Context: an optimization exercise on an open-source flow, tuned for small area, a short achievable clock period and few clock cycles per item. The choices shown serve that exercise and are no tape-out recipe. In this exercise RTL edits were held to simulation tests only and were not proved equivalent to the original. Power and IR drop assume default switching activity.

===== design/flow/config.mk =====
export PLATFORM = sky130hd
export DESIGN_NAME = curve_tangler
export DESIGN_NICKNAME = curve_tangler
export VERILOG_FILES = /design/flow/design.v
export SDC_FILE = /design/flow/constraint.sdc
export NUM_CORES = 4
export LEC_CHECK = 0
export ABC_AREA = 1
export CAP_MARGIN = 20
export CORE_MARGIN = 2
export CORE_UTILIZATION = 40
export CTS_BUF_LIST = sky130_fd_sc_hd__clkbuf_4 sky130_fd_sc_hd__clkbuf_8
export CTS_CLUSTER_SIZE = 30
export GPL_ROUTABILITY_DRIVEN = 1
export GPL_TIMING_DRIVEN = 1
export PLACE_DENSITY = 0.6
export SLEW_MARGIN = 20

===== design/flow/constraint.sdc =====
create_clock -name core_clock -period 10.0 [get_ports {clk}]
set_input_delay 2.0000 -clock core_clock [delete_from_list [all_inputs] [get_ports {clk}]]
set_output_delay 2.0000 -clock core_clock [all_outputs]
set_load 0.01 [all_outputs]

===== design/flow/design.v =====
module curve_tangler (
    input  wire        clk,
    input  wire        rst,         
    input  wire        cmd_valid,
    output wire        cmd_ready,
    input  wire [1:0]  cmd_op,
    input  wire [63:0] cmd_arg,
    output wire        rsp_valid,
    input  wire        rsp_ready,
    output wire [63:0] rsp_data
);
    reg  valid;
    assign cmd_ready = ~valid | rsp_ready;
    assign rsp_valid = valid;
    wire hil = cmd_op[1];
    wire det = cmd_op[0];
    wire ent = hil & ~det;           
    wire [31:0] ax = cmd_arg[63:32];
    wire [31:0] ay = cmd_arg[31:0];
    wire [31:0] u, s, lm01, lm10, lv0, lv1;
    genvar k;
    generate for (k = 0; k < 32; k = k + 1) begin : g_leaf
        assign u[k]    = det ? cmd_arg[2*k+1] : ax[k];
        assign s[k]    = det ? cmd_arg[2*k] : (ax[k] ^ ay[k]);
        assign lm01[k] = ent & s[k];
        assign lm10[k] = ent & ~s[k];
        assign lv0[k]  = hil & s[k] & u[k];
        assign lv1[k]  = hil & ~(s[k] | u[k]);
    end endgenerate
    wire t0c_1;
    assign t0c_1 = (lv0[31] ^ (lm01[30] & lv1[31]) ^ lv0[30]);
    wire t0p_2;
    assign t0p_2 = ((lm10[30] & lv0[31]) ^ lv1[31] ^ lv1[30]);
    wire pm_3;
    assign pm_3 = ~((lm01[28] & lm10[29]));
    wire pm_4;
    assign pm_4 = (lm01[29] ^ lm01[28]);
    wire pm_5;
    assign pm_5 = (lm10[28] ^ lm10[29]);
    wire pm_6;
    assign pm_6 = ~((lm10[28] & lm01[29]));
    wire pm_7;
    assign pm_7 = (lv0[29] ^ (lm01[28] & lv1[29]) ^ lv0[28]);
    wire pm_8;
    assign pm_8 = ((lm10[28] & lv0[29]) ^ lv1[29] ^ lv1[28]);
    wire pm_9;
    assign pm_9 = ~((lm01[26] & lm10[27]));
    wire pm_10;
    assign pm_10 = (lm01[27] ^ lm01[26]);
    wire pm_11;
    assign pm_11 = (lm10[26] ^ lm10[27]);
    wire pm_12;
    assign pm_12 = ~((lm10[26] & lm01[27]));
    wire pm_13;
    assign pm_13 = (lv0[27] ^ (lm01[26] & lv1[27]) ^ lv0[26]);
    wire pm_14;
    assign pm_14 = ((lm10[26] & lv0[27]) ^ lv1[27] ^ lv1[26]);
    wire pm_15;
    assign pm_15 = ~((lm01[24] & lm10[25]));
    wire pm_16;
    assign pm_16 = (lm01[25] ^ lm01[24]);
    wire pm_17;
    assign pm_17 = (lm10[24] ^ lm10[25]);
    wire pm_18;
    assign pm_18 = ~((lm10[24] & lm01[25]));
    wire pm_19;
    assign pm_19 = (lv0[25] ^ (lm01[24] & lv1[25]) ^ lv0[24]);
    wire pm_20;
    assign pm_20 = ((lm10[24] & lv0[25]) ^ lv1[25] ^ lv1[24]);
    wire pm_21;
    assign pm_21 = ~((lm01[22] & lm10[23]));
    wire pm_22;
    assign pm_22 = (lm01[23] ^ lm01[22]);
    wire pm_23;
    assign pm_23 = (lm10[22] ^ lm10[23]);
    wire pm_24;
    assign pm_24 = ~((lm10[22] & lm01[23]));
    wire pm_25;
    assign pm_25 = (lv0[23] ^ (lm01[22] & lv1[23]) ^ lv0[22]);
    wire pm_26;
    assign pm_26 = ((lm10[22] & lv0[23]) ^ lv1[23] ^ lv1[22]);
    wire pm_27;
    assign pm_27 = ~((lm01[20] & lm10[21]));
    wire pm_28;
    assign pm_28 = (lm01[21] ^ lm01[20]);
    wire pm_29;
    assign pm_29 = (lm10[20] ^ lm10[21]);
    wire pm_30;
    assign pm_30 = ~((lm10[20] & lm01[21]));
    wire pm_31;
    assign pm_31 = (lv0[21] ^ (lm01[20] & lv1[21]) ^ lv0[20]);
    wire pm_32;
    assign pm_32 = ((lm10[20] & lv0[21]) ^ lv1[21] ^ lv1[20]);
    wire pm_33;
    assign pm_33 = ~((lm01[18] & lm10[19]));
    wire pm_34;
    assign pm_34 = (lm01[19] ^ lm01[18]);
    wire pm_35;
    assign pm_35 = (lm10[18] ^ lm10[19]);
    wire pm_36;
    assign pm_36 = ~((lm10[18] & lm01[19]));
    wire pm_37;
    assign pm_37 = (lv0[19] ^ (lm01[18] & lv1[19]) ^ lv0[18]);
    wire pm_38;
    assign pm_38 = ((lm10[18] & lv0[19]) ^ lv1[19] ^ lv1[18]);
    wire pm_39;
    assign pm_39 = ~((lm01[16] & lm10[17]));
    wire pm_40;
    assign pm_40 = (lm01[17] ^ lm01[16]);
    wire pm_41;
    assign pm_41 = (lm10[16] ^ lm10[17]);
    wire pm_42;
    assign pm_42 = ~((lm10[16] & lm01[17]));
    wire pm_43;
    assign pm_43 = (lv0[17] ^ (lm01[16] & lv1[17]) ^ lv0[16]);
    wire pm_44;
    assign pm_44 = ((lm10[16] & lv0[17]) ^ lv1[17] ^ lv1[16]);
    wire pm_45;
    assign pm_45 = ~((lm01[14] & lm10[15]));
    wire pm_46;
    assign pm_46 = (lm01[15] ^ lm01[14]);
    wire pm_47;
    assign pm_47 = (lm10[14] ^ lm10[15]);
    wire pm_48;
    assign pm_48 = ~((lm10[14] & lm01[15]));
    wire pm_49;
    assign pm_49 = (lv0[15] ^ (lm01[14] & lv1[15]) ^ lv0[14]);
    wire pm_50;
    assign pm_50 = ((lm10[14] & lv0[15]) ^ lv1[15] ^ lv1[14]);
    wire pm_51;
    assign pm_51 = ~((lm01[12] & lm10[13]));
    wire pm_52;
    assign pm_52 = (lm01[13] ^ lm01[12]);
    wire pm_53;
    assign pm_53 = (lm10[12] ^ lm10[13]);
    wire pm_54;
    assign pm_54 = ~((lm10[12] & lm01[13]));
    wire pm_55;
    assign pm_55 = (lv0[13] ^ (lm01[12] & lv1[13]) ^ lv0[12]);
    wire pm_56;
    assign pm_56 = ((lm10[12] & lv0[13]) ^ lv1[13] ^ lv1[12]);
    wire pm_57;
    assign pm_57 = ~((lm01[10] & lm10[11]));
    wire pm_58;
    assign pm_58 = (lm01[11] ^ lm01[10]);
    wire pm_59;
    assign pm_59 = (lm10[10] ^ lm10[11]);
    wire pm_60;
    assign pm_60 = ~((lm10[10] & lm01[11]));
    wire pm_61;
    assign pm_61 = (lv0[11] ^ (lm01[10] & lv1[11]) ^ lv0[10]);
    wire pm_62;
    assign pm_62 = ((lm10[10] & lv0[11]) ^ lv1[11] ^ lv1[10]);
    wire pm_63;
    assign pm_63 = ~((lm01[8] & lm10[9]));
    wire pm_64;
    assign pm_64 = (lm01[9] ^ lm01[8]);
    wire pm_65;
    assign pm_65 = (lm10[8] ^ lm10[9]);
    wire pm_66;
    assign pm_66 = ~((lm10[8] & lm01[9]));
    wire pm_67;
    assign pm_67 = (lv0[9] ^ (lm01[8] & lv1[9]) ^ lv0[8]);
    wire pm_68;
    assign pm_68 = ((lm10[8] & lv0[9]) ^ lv1[9] ^ lv1[8]);
    wire pm_69;
    assign pm_69 = ~((lm01[6] & lm10[7]));
    wire pm_70;
    assign pm_70 = (lm01[7] ^ lm01[6]);
    wire pm_71;
    assign pm_71 = (lm10[6] ^ lm10[7]);
    wire pm_72;
    assign pm_72 = ~((lm10[6] & lm01[7]));
    wire pm_73;
    assign pm_73 = (lv0[7] ^ (lm01[6] & lv1[7]) ^ lv0[6]);
    wire pm_74;
    assign pm_74 = ((lm10[6] & lv0[7]) ^ lv1[7] ^ lv1[6]);
    wire pm_75;
    assign pm_75 = ~((lm01[4] & lm10[5]));
    wire pm_76;
    assign pm_76 = (lm01[5] ^ lm01[4]);
    wire pm_77;
    assign pm_77 = (lm10[4] ^ lm10[5]);
    wire pm_78;
    assign pm_78 = ~((lm10[4] & lm01[5]));
    wire pm_79;
    assign pm_79 = (lv0[5] ^ (lm01[4] & lv1[5]) ^ lv0[4]);
    wire pm_80;
    assign pm_80 = ((lm10[4] & lv0[5]) ^ lv1[5] ^ lv1[4]);
    wire pm_81;
    assign pm_81 = ~((lm01[2] & lm10[3]));
    wire pm_82;
    assign pm_82 = (lm01[3] ^ lm01[2]);
    wire pm_83;
    assign pm_83 = (lm10[2] ^ lm10[3]);
    wire pm_84;
    assign pm_84 = ~((lm10[2] & lm01[3]));
    wire pm_85;
    assign pm_85 = (lv0[3] ^ (lm01[2] & lv1[3]) ^ lv0[2]);
    wire pm_86;
    assign pm_86 = ((lm10[2] & lv0[3]) ^ lv1[3] ^ lv1[2]);
    wire pm_87;
    assign pm_87 = ~((lm01[0] & lm10[1]));
    wire pm_88;
    assign pm_88 = (lm01[1] ^ lm01[0]);
    wire pm_89;
    assign pm_89 = (lm10[0] ^ lm10[1]);
    wire pm_90;
    assign pm_90 = ~((lm10[0] & lm01[1]));
    wire pm_91;
    assign pm_91 = (lv0[1] ^ (lm01[0] & lv1[1]) ^ lv0[0]);
    wire pm_92;
    assign pm_92 = ((lm10[0] & lv0[1]) ^ lv1[1] ^ lv1[0]);
    wire skc_93;
    assign skc_93 = ((pm_3 & t0c_1) ^ (pm_4 & t0p_2) ^ pm_7);
    wire skp_94;
    assign skp_94 = ((pm_5 & t0c_1) ^ (pm_6 & t0p_2) ^ pm_8);
    wire sk_95;
    assign sk_95 = ((pm_15 & pm_9) ^ (pm_16 & pm_11));
    wire sk_96;
    assign sk_96 = ((pm_15 & pm_10) ^ (pm_16 & pm_12));
    wire sk_97;
    assign sk_97 = ((pm_17 & pm_9) ^ (pm_18 & pm_11));
    wire sk_98;
    assign sk_98 = ((pm_17 & pm_10) ^ (pm_18 & pm_12));
    wire sk_99;
    assign sk_99 = ((pm_15 & pm_13) ^ (pm_16 & pm_14) ^ pm_19);
    wire sk_100;
    assign sk_100 = ((pm_17 & pm_13) ^ (pm_18 & pm_14) ^ pm_20);
    wire sk_101;
    assign sk_101 = ((pm_27 & pm_21) ^ (pm_28 & pm_23));
    wire sk_102;
    assign sk_102 = ((pm_27 & pm_22) ^ (pm_28 & pm_24));
    wire sk_103;
    assign sk_103 = ((pm_29 & pm_21) ^ (pm_30 & pm_23));
    wire sk_104;
    assign sk_104 = ((pm_29 & pm_22) ^ (pm_30 & pm_24));
    wire sk_105;
    assign sk_105 = ((pm_27 & pm_25) ^ (pm_28 & pm_26) ^ pm_31);
    wire sk_106;
    assign sk_106 = ((pm_29 & pm_25) ^ (pm_30 & pm_26) ^ pm_32);
    wire sk_107;
    assign sk_107 = ((pm_39 & pm_33) ^ (pm_40 & pm_35));
    wire sk_108;
    assign sk_108 = ((pm_39 & pm_34) ^ (pm_40 & pm_36));
    wire sk_109;
    assign sk_109 = ((pm_41 & pm_33) ^ (pm_42 & pm_35));
    wire sk_110;
    assign sk_110 = ((pm_41 & pm_34) ^ (pm_42 & pm_36));
    wire sk_111;
    assign sk_111 = ((pm_39 & pm_37) ^ (pm_40 & pm_38) ^ pm_43);
    wire sk_112;
    assign sk_112 = ((pm_41 & pm_37) ^ (pm_42 & pm_38) ^ pm_44);
    wire sk_113;
    assign sk_113 = ((pm_51 & pm_45) ^ (pm_52 & pm_47));
    wire sk_114;
    assign sk_114 = ((pm_51 & pm_46) ^ (pm_52 & pm_48));
    wire sk_115;
    assign sk_115 = ((pm_53 & pm_45) ^ (pm_54 & pm_47));
    wire sk_116;
    assign sk_116 = ((pm_53 & pm_46) ^ (pm_54 & pm_48));
    wire sk_117;
    assign sk_117 = ((pm_51 & pm_49) ^ (pm_52 & pm_50) ^ pm_55);
    wire sk_118;
    assign sk_118 = ((pm_53 & pm_49) ^ (pm_54 & pm_50) ^ pm_56);
    wire sk_119;
    assign sk_119 = ((pm_63 & pm_57) ^ (pm_64 & pm_59));
    wire sk_120;
    assign sk_120 = ((pm_63 & pm_58) ^ (pm_64 & pm_60));
    wire sk_121;
    assign sk_121 = ((pm_65 & pm_57) ^ (pm_66 & pm_59));
    wire sk_122;
    assign sk_122 = ((pm_65 & pm_58) ^ (pm_66 & pm_60));
    wire sk_123;
    assign sk_123 = ((pm_63 & pm_61) ^ (pm_64 & pm_62) ^ pm_67);
    wire sk_124;
    assign sk_124 = ((pm_65 & pm_61) ^ (pm_66 & pm_62) ^ pm_68);
    wire sk_125;
    assign sk_125 = ((pm_75 & pm_69) ^ (pm_76 & pm_71));
    wire sk_126;
    assign sk_126 = ((pm_75 & pm_70) ^ (pm_76 & pm_72));
    wire sk_127;
    assign sk_127 = ((pm_77 & pm_69) ^ (pm_78 & pm_71));
    wire sk_128;
    assign sk_128 = ((pm_77 & pm_70) ^ (pm_78 & pm_72));
    wire sk_129;
    assign sk_129 = ((pm_75 & pm_73) ^ (pm_76 & pm_74) ^ pm_79);
    wire sk_130;
    assign sk_130 = ((pm_77 & pm_73) ^ (pm_78 & pm_74) ^ pm_80);
    wire sk_131;
    assign sk_131 = ((pm_87 & pm_81) ^ (pm_88 & pm_83));
    wire sk_132;
    assign sk_132 = ((pm_87 & pm_82) ^ (pm_88 & pm_84));
    wire sk_133;
    assign sk_133 = ((pm_89 & pm_81) ^ (pm_90 & pm_83));
    wire sk_134;
    assign sk_134 = ((pm_89 & pm_82) ^ (pm_90 & pm_84));
    wire sk_135;
    assign sk_135 = ((pm_87 & pm_85) ^ (pm_88 & pm_86) ^ pm_91);
    wire sk_136;
    assign sk_136 = ((pm_89 & pm_85) ^ (pm_90 & pm_86) ^ pm_92);
    wire skc_137;
    assign skc_137 = ((pm_9 & skc_93) ^ (pm_10 & skp_94) ^ pm_13);
    wire skp_138;
    assign skp_138 = ((pm_11 & skc_93) ^ (pm_12 & skp_94) ^ pm_14);
    wire skc_139;
    assign skc_139 = ((sk_95 & skc_93) ^ (sk_96 & skp_94) ^ sk_99);
    wire skp_140;
    assign skp_140 = ((sk_97 & skc_93) ^ (sk_98 & skp_94) ^ sk_100);
    wire sk_141;
    assign sk_141 = ((pm_33 & sk_101) ^ (pm_34 & sk_103));
    wire sk_142;
    assign sk_142 = ((pm_33 & sk_102) ^ (pm_34 & sk_104));
    wire sk_143;
    assign sk_143 = ((pm_35 & sk_101) ^ (pm_36 & sk_103));
    wire sk_144;
    assign sk_144 = ((pm_35 & sk_102) ^ (pm_36 & sk_104));
    wire sk_145;
    assign sk_145 = ((pm_33 & sk_105) ^ (pm_34 & sk_106) ^ pm_37);
    wire sk_146;
    assign sk_146 = ((pm_35 & sk_105) ^ (pm_36 & sk_106) ^ pm_38);
    wire sk_147;
    assign sk_147 = ((sk_107 & sk_101) ^ (sk_108 & sk_103));
    wire sk_148;
    assign sk_148 = ((sk_107 & sk_102) ^ (sk_108 & sk_104));
    wire sk_149;
    assign sk_149 = ((sk_109 & sk_101) ^ (sk_110 & sk_103));
    wire sk_150;
    assign sk_150 = ((sk_109 & sk_102) ^ (sk_110 & sk_104));
    wire sk_151;
    assign sk_151 = ((sk_107 & sk_105) ^ (sk_108 & sk_106) ^ sk_111);
    wire sk_152;
    assign sk_152 = ((sk_109 & sk_105) ^ (sk_110 & sk_106) ^ sk_112);
    wire sk_153;
    assign sk_153 = ((pm_57 & sk_113) ^ (pm_58 & sk_115));
    wire sk_154;
    assign sk_154 = ((pm_57 & sk_114) ^ (pm_58 & sk_116));
    wire sk_155;
    assign sk_155 = ((pm_59 & sk_113) ^ (pm_60 & sk_115));
    wire sk_156;
    assign sk_156 = ((pm_59 & sk_114) ^ (pm_60 & sk_116));
    wire sk_157;
    assign sk_157 = ((pm_57 & sk_117) ^ (pm_58 & sk_118) ^ pm_61);
    wire sk_158;
    assign sk_158 = ((pm_59 & sk_117) ^ (pm_60 & sk_118) ^ pm_62);
    wire sk_159;
    assign sk_159 = ((sk_119 & sk_113) ^ (sk_120 & sk_115));
    wire sk_160;
    assign sk_160 = ((sk_119 & sk_114) ^ (sk_120 & sk_116));
    wire sk_161;
    assign sk_161 = ((sk_121 & sk_113) ^ (sk_122 & sk_115));
    wire sk_162;
    assign sk_162 = ((sk_121 & sk_114) ^ (sk_122 & sk_116));
    wire sk_163;
    assign sk_163 = ((sk_119 & sk_117) ^ (sk_120 & sk_118) ^ sk_123);
    wire sk_164;
    assign sk_164 = ((sk_121 & sk_117) ^ (sk_122 & sk_118) ^ sk_124);
    wire sk_165;
    assign sk_165 = ((pm_81 & sk_125) ^ (pm_82 & sk_127));
    wire sk_166;
    assign sk_166 = ((pm_81 & sk_126) ^ (pm_82 & sk_128));
    wire sk_167;
    assign sk_167 = ((pm_83 & sk_125) ^ (pm_84 & sk_127));
    wire sk_168;
    assign sk_168 = ((pm_83 & sk_126) ^ (pm_84 & sk_128));
    wire sk_169;
    assign sk_169 = ((pm_81 & sk_129) ^ (pm_82 & sk_130) ^ pm_85);
    wire sk_170;
    assign sk_170 = ((pm_83 & sk_129) ^ (pm_84 & sk_130) ^ pm_86);
    wire sk_171;
    assign sk_171 = ((sk_131 & sk_125) ^ (sk_132 & sk_127));
    wire sk_172;
    assign sk_172 = ((sk_131 & sk_126) ^ (sk_132 & sk_128));
    wire sk_173;
    assign sk_173 = ((sk_133 & sk_125) ^ (sk_134 & sk_127));
    wire sk_174;
    assign sk_174 = ((sk_133 & sk_126) ^ (sk_134 & sk_128));
    wire sk_175;
    assign sk_175 = ((sk_131 & sk_129) ^ (sk_132 & sk_130) ^ sk_135);
    wire sk_176;
    assign sk_176 = ((sk_133 & sk_129) ^ (sk_134 & sk_130) ^ sk_136);
    wire skc_177;
    assign skc_177 = ((pm_21 & skc_139) ^ (pm_22 & skp_140) ^ pm_25);
    wire skp_178;
    assign skp_178 = ((pm_23 & skc_139) ^ (pm_24 & skp_140) ^ pm_26);
    wire skc_179;
    assign skc_179 = ((sk_101 & skc_139) ^ (sk_102 & skp_140) ^ sk_105);
    wire skp_180;
    assign skp_180 = ((sk_103 & skc_139) ^ (sk_104 & skp_140) ^ sk_106);
    wire skc_181;
    assign skc_181 = ((sk_141 & skc_139) ^ (sk_142 & skp_140) ^ sk_145);
    wire skp_182;
    assign skp_182 = ((sk_143 & skc_139) ^ (sk_144 & skp_140) ^ sk_146);
    wire skc_183;
    assign skc_183 = ((sk_147 & skc_139) ^ (sk_148 & skp_140) ^ sk_151);
    wire skp_184;
    assign skp_184 = ((sk_149 & skc_139) ^ (sk_150 & skp_140) ^ sk_152);
    wire sk_185;
    assign sk_185 = ((pm_69 & sk_159) ^ (pm_70 & sk_161));
    wire sk_186;
    assign sk_186 = ((pm_69 & sk_160) ^ (pm_70 & sk_162));
    wire sk_187;
    assign sk_187 = ((pm_71 & sk_159) ^ (pm_72 & sk_161));
    wire sk_188;
    assign sk_188 = ((pm_71 & sk_160) ^ (pm_72 & sk_162));
    wire sk_189;
    assign sk_189 = ((pm_69 & sk_163) ^ (pm_70 & sk_164) ^ pm_73);
    wire sk_190;
    assign sk_190 = ((pm_71 & sk_163) ^ (pm_72 & sk_164) ^ pm_74);
    wire sk_191;
    assign sk_191 = ((sk_125 & sk_159) ^ (sk_126 & sk_161));
    wire sk_192;
    assign sk_192 = ((sk_125 & sk_160) ^ (sk_126 & sk_162));
    wire sk_193;
    assign sk_193 = ((sk_127 & sk_159) ^ (sk_128 & sk_161));
    wire sk_194;
    assign sk_194 = ((sk_127 & sk_160) ^ (sk_128 & sk_162));
    wire sk_195;
    assign sk_195 = ((sk_125 & sk_163) ^ (sk_126 & sk_164) ^ sk_129);
    wire sk_196;
    assign sk_196 = ((sk_127 & sk_163) ^ (sk_128 & sk_164) ^ sk_130);
    wire sk_197;
    assign sk_197 = ((sk_165 & sk_159) ^ (sk_166 & sk_161));
    wire sk_198;
    assign sk_198 = ((sk_165 & sk_160) ^ (sk_166 & sk_162));
    wire sk_199;
    assign sk_199 = ((sk_167 & sk_159) ^ (sk_168 & sk_161));
    wire sk_200;
    assign sk_200 = ((sk_167 & sk_160) ^ (sk_168 & sk_162));
    wire sk_201;
    assign sk_201 = ((sk_165 & sk_163) ^ (sk_166 & sk_164) ^ sk_169);
    wire sk_202;
    assign sk_202 = ((sk_167 & sk_163) ^ (sk_168 & sk_164) ^ sk_170);
    wire sk_203;
    assign sk_203 = ((sk_171 & sk_159) ^ (sk_172 & sk_161));
    wire sk_204;
    assign sk_204 = ((sk_171 & sk_160) ^ (sk_172 & sk_162));
    wire sk_205;
    assign sk_205 = ((sk_173 & sk_159) ^ (sk_174 & sk_161));
    wire sk_206;
    assign sk_206 = ((sk_173 & sk_160) ^ (sk_174 & sk_162));
    wire sk_207;
    assign sk_207 = ((sk_171 & sk_163) ^ (sk_172 & sk_164) ^ sk_175);
    wire sk_208;
    assign sk_208 = ((sk_173 & sk_163) ^ (sk_174 & sk_164) ^ sk_176);
    wire skc_209;
    assign skc_209 = ((pm_45 & skc_183) ^ (pm_46 & skp_184) ^ pm_49);
    wire skp_210;
    assign skp_210 = ((pm_47 & skc_183) ^ (pm_48 & skp_184) ^ pm_50);
    wire skc_211;
    assign skc_211 = ((sk_113 & skc_183) ^ (sk_114 & skp_184) ^ sk_117);
    wire skp_212;
    assign skp_212 = ((sk_115 & skc_183) ^ (sk_116 & skp_184) ^ sk_118);
    wire skc_213;
    assign skc_213 = ((sk_153 & skc_183) ^ (sk_154 & skp_184) ^ sk_157);
    wire skp_214;
    assign skp_214 = ((sk_155 & skc_183) ^ (sk_156 & skp_184) ^ sk_158);
    wire skc_215;
    assign skc_215 = ((sk_159 & skc_183) ^ (sk_160 & skp_184) ^ sk_163);
    wire skp_216;
    assign skp_216 = ((sk_161 & skc_183) ^ (sk_162 & skp_184) ^ sk_164);
    wire skc_217;
    assign skc_217 = ((sk_185 & skc_183) ^ (sk_186 & skp_184) ^ sk_189);
    wire skp_218;
    assign skp_218 = ((sk_187 & skc_183) ^ (sk_188 & skp_184) ^ sk_190);
    wire skc_219;
    assign skc_219 = ((sk_191 & skc_183) ^ (sk_192 & skp_184) ^ sk_195);
    wire skp_220;
    assign skp_220 = ((sk_193 & skc_183) ^ (sk_194 & skp_184) ^ sk_196);
    wire skc_221;
    assign skc_221 = ((sk_197 & skc_183) ^ (sk_198 & skp_184) ^ sk_201);
    wire skp_222;
    assign skp_222 = ((sk_199 & skc_183) ^ (sk_200 & skp_184) ^ sk_202);
    wire skc_223;
    assign skc_223 = ((sk_203 & skc_183) ^ (sk_204 & skp_184) ^ sk_207);
    wire skp_224;
    assign skp_224 = ((sk_205 & skc_183) ^ (sk_206 & skp_184) ^ sk_208);
    wire [14:0] n_c, n_p;
    assign n_c[14] = t0c_1;
    assign n_p[14] = t0p_2;
    assign n_c[13] = skc_93;
    assign n_p[13] = skp_94;
    assign n_c[12] = skc_137;
    assign n_p[12] = skp_138;
    assign n_c[11] = skc_139;
    assign n_p[11] = skp_140;
    assign n_c[10] = skc_177;
    assign n_p[10] = skp_178;
    assign n_c[9] = skc_179;
    assign n_p[9] = skp_180;
    assign n_c[8] = skc_181;
    assign n_p[8] = skp_182;
    assign n_c[7] = skc_183;
    assign n_p[7] = skp_184;
    assign n_c[6] = skc_209;
    assign n_p[6] = skp_210;
    assign n_c[5] = skc_211;
    assign n_p[5] = skp_212;
    assign n_c[4] = skc_213;
    assign n_p[4] = skp_214;
    assign n_c[3] = skc_215;
    assign n_p[3] = skp_216;
    assign n_c[2] = skc_217;
    assign n_p[2] = skp_218;
    assign n_c[1] = skc_219;
    assign n_p[1] = skp_220;
    assign n_c[0] = skc_221;
    assign n_p[0] = skp_222;
    wire [31:0] n_o, n_m;
    generate for (k = 0; k < 16; k = k + 1) begin : g_pre
        wire uu = u[2*k+1], su = s[2*k+1];
        wire ul = u[2*k],   sl = s[2*k];
        wire tau = ent ? ((su ^ sl) & (uu ^ sl))
                       : (sl ? ~(su | uu) : (su & uu));
        assign n_o[2*k+1] = hil ? uu : (det ? cmd_arg[4*k+2] : ay[2*k+1]);
        assign n_o[2*k]   = hil ? (ul ^ tau) : (det ? cmd_arg[4*k] : ay[2*k]);
        assign n_m[2*k+1] = hil ? su : (det ? (cmd_arg[4*k+3] ^ cmd_arg[4*k+2]) : ax[2*k+1]);
        assign n_m[2*k]   = hil ? sl : (det ? (cmd_arg[4*k+1] ^ cmd_arg[4*k]) : ax[2*k]);
    end endgenerate
    reg         r_ent, r_det;
    reg  [31:0] r_o, r_m;
    reg  [14:0] r_c, r_p;
    always @(posedge clk) begin
        if (rst)
            valid <= 1'b0;
        else if (cmd_ready)
            valid <= cmd_valid;
        if (cmd_ready) begin
            r_ent <= ent;
            r_det <= det;
            r_o   <= n_o;
            r_m   <= n_m;
            r_c   <= n_c;
            r_p   <= n_p;
        end
    end
    wire [15:0] e_c = {1'b0, r_c};
    wire [15:0] e_p = {1'b0, r_p};
    wire [31:0] fo;
    generate for (k = 0; k < 16; k = k + 1) begin : g_post
        wire c = e_c[k], p = e_p[k];
        wire mu = r_m[2*k+1], ml = r_m[2*k];
        wire qu = mu ? p : c;
        wire x  = r_ent & (mu ^ ml);
        wire ql = x ? (c ^ p) : (ml ? p : c);
        assign fo[2*k+1] = r_o[2*k+1] ^ qu;
        assign fo[2*k]   = r_o[2*k] ^ ql;
    end endgenerate
    wire [63:0] ent_res, det_res;
    generate for (k = 0; k < 32; k = k + 1) begin : g_res
        assign ent_res[2*k+1] = fo[k];
        assign ent_res[2*k]   = r_m[k];
        assign det_res[32+k]  = fo[k];
        assign det_res[k]     = fo[k] ^ r_m[k];
    end endgenerate
    assign rsp_data = r_det ? det_res : ent_res;
endmodule

===== design/flow/flow/run.sh =====
#!/bin/bash
# The standard layout, with these changes to how it is made:
#  - if flow/abc_area.script exists, ABC maps the logic with it
#  - the setup repair aims at the slack margin in flow/margin.txt
#  - the port buffers are sky130_fd_sc_hd__buf_2
# Registers, constraints and clock period are those of the standard flow.
set -euo pipefail
MARGIN=$(cat flow/margin.txt)
rm -rf scripts_x
cp -r "$FLOW_HOME/scripts" scripts_x
if [[ -f flow/abc_area.script ]]; then
  cp flow/abc_area.script scripts_x/abc_area.script
fi
bash standard.sh "SCRIPTS_DIR=$PWD/scripts_x" "SETUP_SLACK_MARGIN=$MARGIN" \
  "BUFFER_PORTS_ARGS=-buffer_cell sky130_fd_sc_hd__buf_2" finish > flow_make.log 2>&1

===== design/flow/flow/margin.txt =====
5

===== design/flow/standard.sh =====
#!/bin/bash
# synth_recipe.tcl (not shown) runs the flow's synth.tcl, then flattens the netlist and writes it again
# the make line also repeats each setting of config.mk as NAME=value (left out here)
make -C /OpenROAD-flow-scripts/flow DESIGN_CONFIG=/design/flow/config.mk WORK_HOME=/design/flow/orfs CLKGATE_MAP_FILE= SYNTH_SCRIPT=/design/flow/synth_recipe.tcl "${@:-finish}"

==> flow_summary.toml <==
[yosys]
yosysUniqueCellTypes = 49
yosys.area.top_type = "edfxtp_1"
yosys_warnings = 1
syn_avg_cell_area_um2 = 6.003
synth_nets = 2174
syn_area_um2 = 12630
syn_inst = 2104
netlist.area_leader.share = 0.2283
synth_seq_area_share = 0.2298
ys_ff_latch = 97
yosys-top-cells-area = "edfxtp_1 23%, nand2_1 21%, nand3_1 7.6%, inv_1 7.3%, o21ai_0 7.1%"

[clocking]
htreeDepth = 3
postCtsHoldBufs = 0
numCtsBuffers = 9
cts.sinks = 97
clockBufferDepth = 2
root_buffer = "clkbuf_8"
path_clk_slew_ps = 110
tritoncts = "built"
clkLatencyLatePin_ps = 400

[global_routing]
grt_pass1_vias = 12024
grt_first_pass_wirelength_mm = 65.80
grt_max_degree = 76
antenna_found_initial = 0
gr-total-overflow = 0
grt_usage = 0.2544

[timing]
whs_ps = 742.5
slew_headroom = 0.5329
fin_skew_ps = 6.815
hold_viol = 0
fin_crit_sh = 0.4955
finalMaxSlewViolations = 0
grt_setup_unrepaired = "yes"
finalSetupViolCount = 0
min_period_ps = 4955
fmax_mhz = 201.8
setup_tns_ps = 0
worst_pin_slew_ps = 700.7

[place]
gp_congestion = 0.9424
io_buffers = 135
dp_hpwl_mm = 34.08

[finish]
fillerInstances = 3254
drive_above_1_share = 0.1829
finalNetCount = 2301
diodes = 0
seq_area_um2 = 2903
multi_input_area_um2 = 8982
area_delta_synth_final_pct = 18.21

[routing]
first_pass_iters = 6
dr.first_iter.drc_count = 1305
ant_nets = 0
wl_per_cell_um = 17.23
drc_errors = 0
route.vias.total = 14046
vias_per_cell = 5.324
wirelength_mm = 45.44

[floorplan]
core_area_um2 = 31310
ioPinCount = 136
num_rows = 65
die_h_um = 181.7
die_area_um2 = 33010
initial_core_util = 0.4034
fp.dieW_um = 181.7

[setup_path]
cp.required_ps = 10170
start_kind = "input pin"
end_kind = "flop"
crit_fanout = 15
setup.worst_path.class = "input pin to flop"
crit_arrival_ps = 5130

[hold_path]
hold_path_class = "flop to flop"

[run_status]
status = "finished clean"

[power_and_ir_drop]
leakage_uw = 0.007497
cellPowerDensity_nw_per_um2 = 169.3
vdd_drop_max_mv = 0.09335

[job]
drv_cap = 0
## registers in the layout, indices dropped and copies added, names as in the netlist
register,count
valid,1
r_m,32
r_det,1
r_p,15
r_ent,1
r_o,32
r_c,15
## what timing repair did
action	CTS	global route
endpoints found under the setup margin	26	55
buffers inserted	1	23
pin swaps	2	18
resized for setup	39	130
cloned	3	12
## worst max-delay path, cell delays in order
cell and delay [ps]:
clkbuf_4 290, nand2_1 130, inv_2 140, buf_12 200, nand2_1 70, nor2_1 160, inv_2 90, nand2_2 110
nand2_1 160, xnor2_2 200, nor2_1 260, xor2_1 280, inv_1 110, nand2_1 130, nand2_2 80, nand3_4 220
nand2_4 120, buf_4 160, nand3_1 60, nand2_1 50, nand2_1 60, nand2_1 40
## final timing paths
check	startpoint	end	slack [ps]	cells past startpoint
worst min register to register	valid	valid	740	2
worst max-delay path	cmd_op[1]	r_p[2]	5040	22
worst min-delay path	valid	valid	740	2
worst max register to register	valid	r_o[20]	7850	3
## cells in the mapped netlist (all sizes together)
cell type	number
inv	283
dfxtp	1
nand3b	16
o22ai	16
edfxtp	96
nand4	16
a32oi	1
a211oi	3
clkbuf	29
or2	6
clkinv	3
mux2i	8
nand3	201
a21oi	78
o21bai	3
and2	6
o211ai	11
o21ai	207
a21o	1
nor2	149
o31ai	1
a21boi	2
o32ai	1
buf	38
xor2	96
nor3	5
xnor2	67
nand2	747
a31oi	11
o221ai	2
## per-stage QoR
| stage | cell area (µm²) | util | setup slack [ps] | instances | power (µW) |
|---|---|---|---|---|---|
| final | 14930 | 0.4768 | 5045 | 2638 | 2527 |
| after global routing | 14930 | 0.4768 | 4929 | 2638 | 2722 |
| after CTS | 13990 | 0.4468 | 5003 | 2603 | 2382 |
| after detailed placement | 13530 | 0.4320 | 3270 | 2583 | 2072 |
| after global placement | 13530 | 0.4320 | 3284 | 2583 | 2051 |
| after floorplan | 12640 | - | 5260 | 2104 | 1635 |
## cells by family after synthesis
logic type             share of synthesized area
multiplexers                            0.006341
AND/OR/NAND/NOR                           0.3841
flip-flops                                0.2298
AO/OA/AOI/OAI                             0.1486
XOR/XNOR                                  0.1178
buffers and inverters                     0.1133
## layout make-up
class / count / share of cell area
multi-input cells: 1660 / 0.6017
flip-flops and latches: 97 / 0.1944
repair buffers: 175 / 0.08146
inverters: 286 / 0.07451
well taps: 402 / 0.03369
clock buffers: 10 / 0.009219
clock inverters: 6 / 0.003688
repair inverters: 2 / 0.001341
## power breakdown
part           internal (µW)  switching (µW)
Combinational            562            1030
Clock                    103             165
Sequential               574            91.6
## routing by layer
| metal | GRT usage | wire [µm] | vias up |
|---|---|---|---|
| met1 | 0.3714 | 21170 | 6446 |
| li1 | - | - | 7019 |
| met3 | 0.04051 | 3327 | 64 |
| met2 | 0.3942 | 19830 | 517 |
| met4 | 0.05626 | 1119 | 0 |
| met5 | 0 | 0 | - |
## placed cells by master (no fill, tap or decap), types with 8 or more instances in the layout
cell type	synthesis	layout
inv_1	246	241
a31oi_1	11	11
edfxtp_1	96	96
o211ai_1	11	11
nand3_2	10	21
o22ai_1	15	15
clkbuf_8	0	10
nand3b_1	16	16
o21ai_1	20	18
inv_2	37	37
xor2_1	91	84
nand3_1	191	175
mux2i_1	8	8
buf_2	10	133
nand2_1	714	677
xnor2_1	64	62
nor2_2	7	19
a21oi_1	69	66
nor2_1	142	125
nand2_4	1	17
buf_4	9	28
nand4_1	15	15
o21ai_0	178	177
nand2_2	32	54
Testbench counts, summed over its fixed seeds: cycles 8,008, items 8,000.

==> separate check: timing with driven ports <==
No port has a modelled driver above. Below, the same layout with a new extraction and two added sets of constraints.
Step 1: set_driving_cell puts a clkbuf_16 on clk and a buf_2 on each other input, an assumption about the parent block.
Step 2 times the ports against the registers' clock, not the clock port: input delays grow and output delays shrink by t, the midpoint of the rising clock arrivals with the driver on.
Three values: ideal, step 1, step 2; two values: the first two.
t, ns: 0.433
setup slack, ns: 5.045 / 4.864 / 4.430
hold WS [ns]: 0.743 / 0.743 / 0.743
After both steps this run still meets setup and hold. For this run, drivers alone change the setup slack by -0.181 ns; drivers and shift together by -0.615 ns.
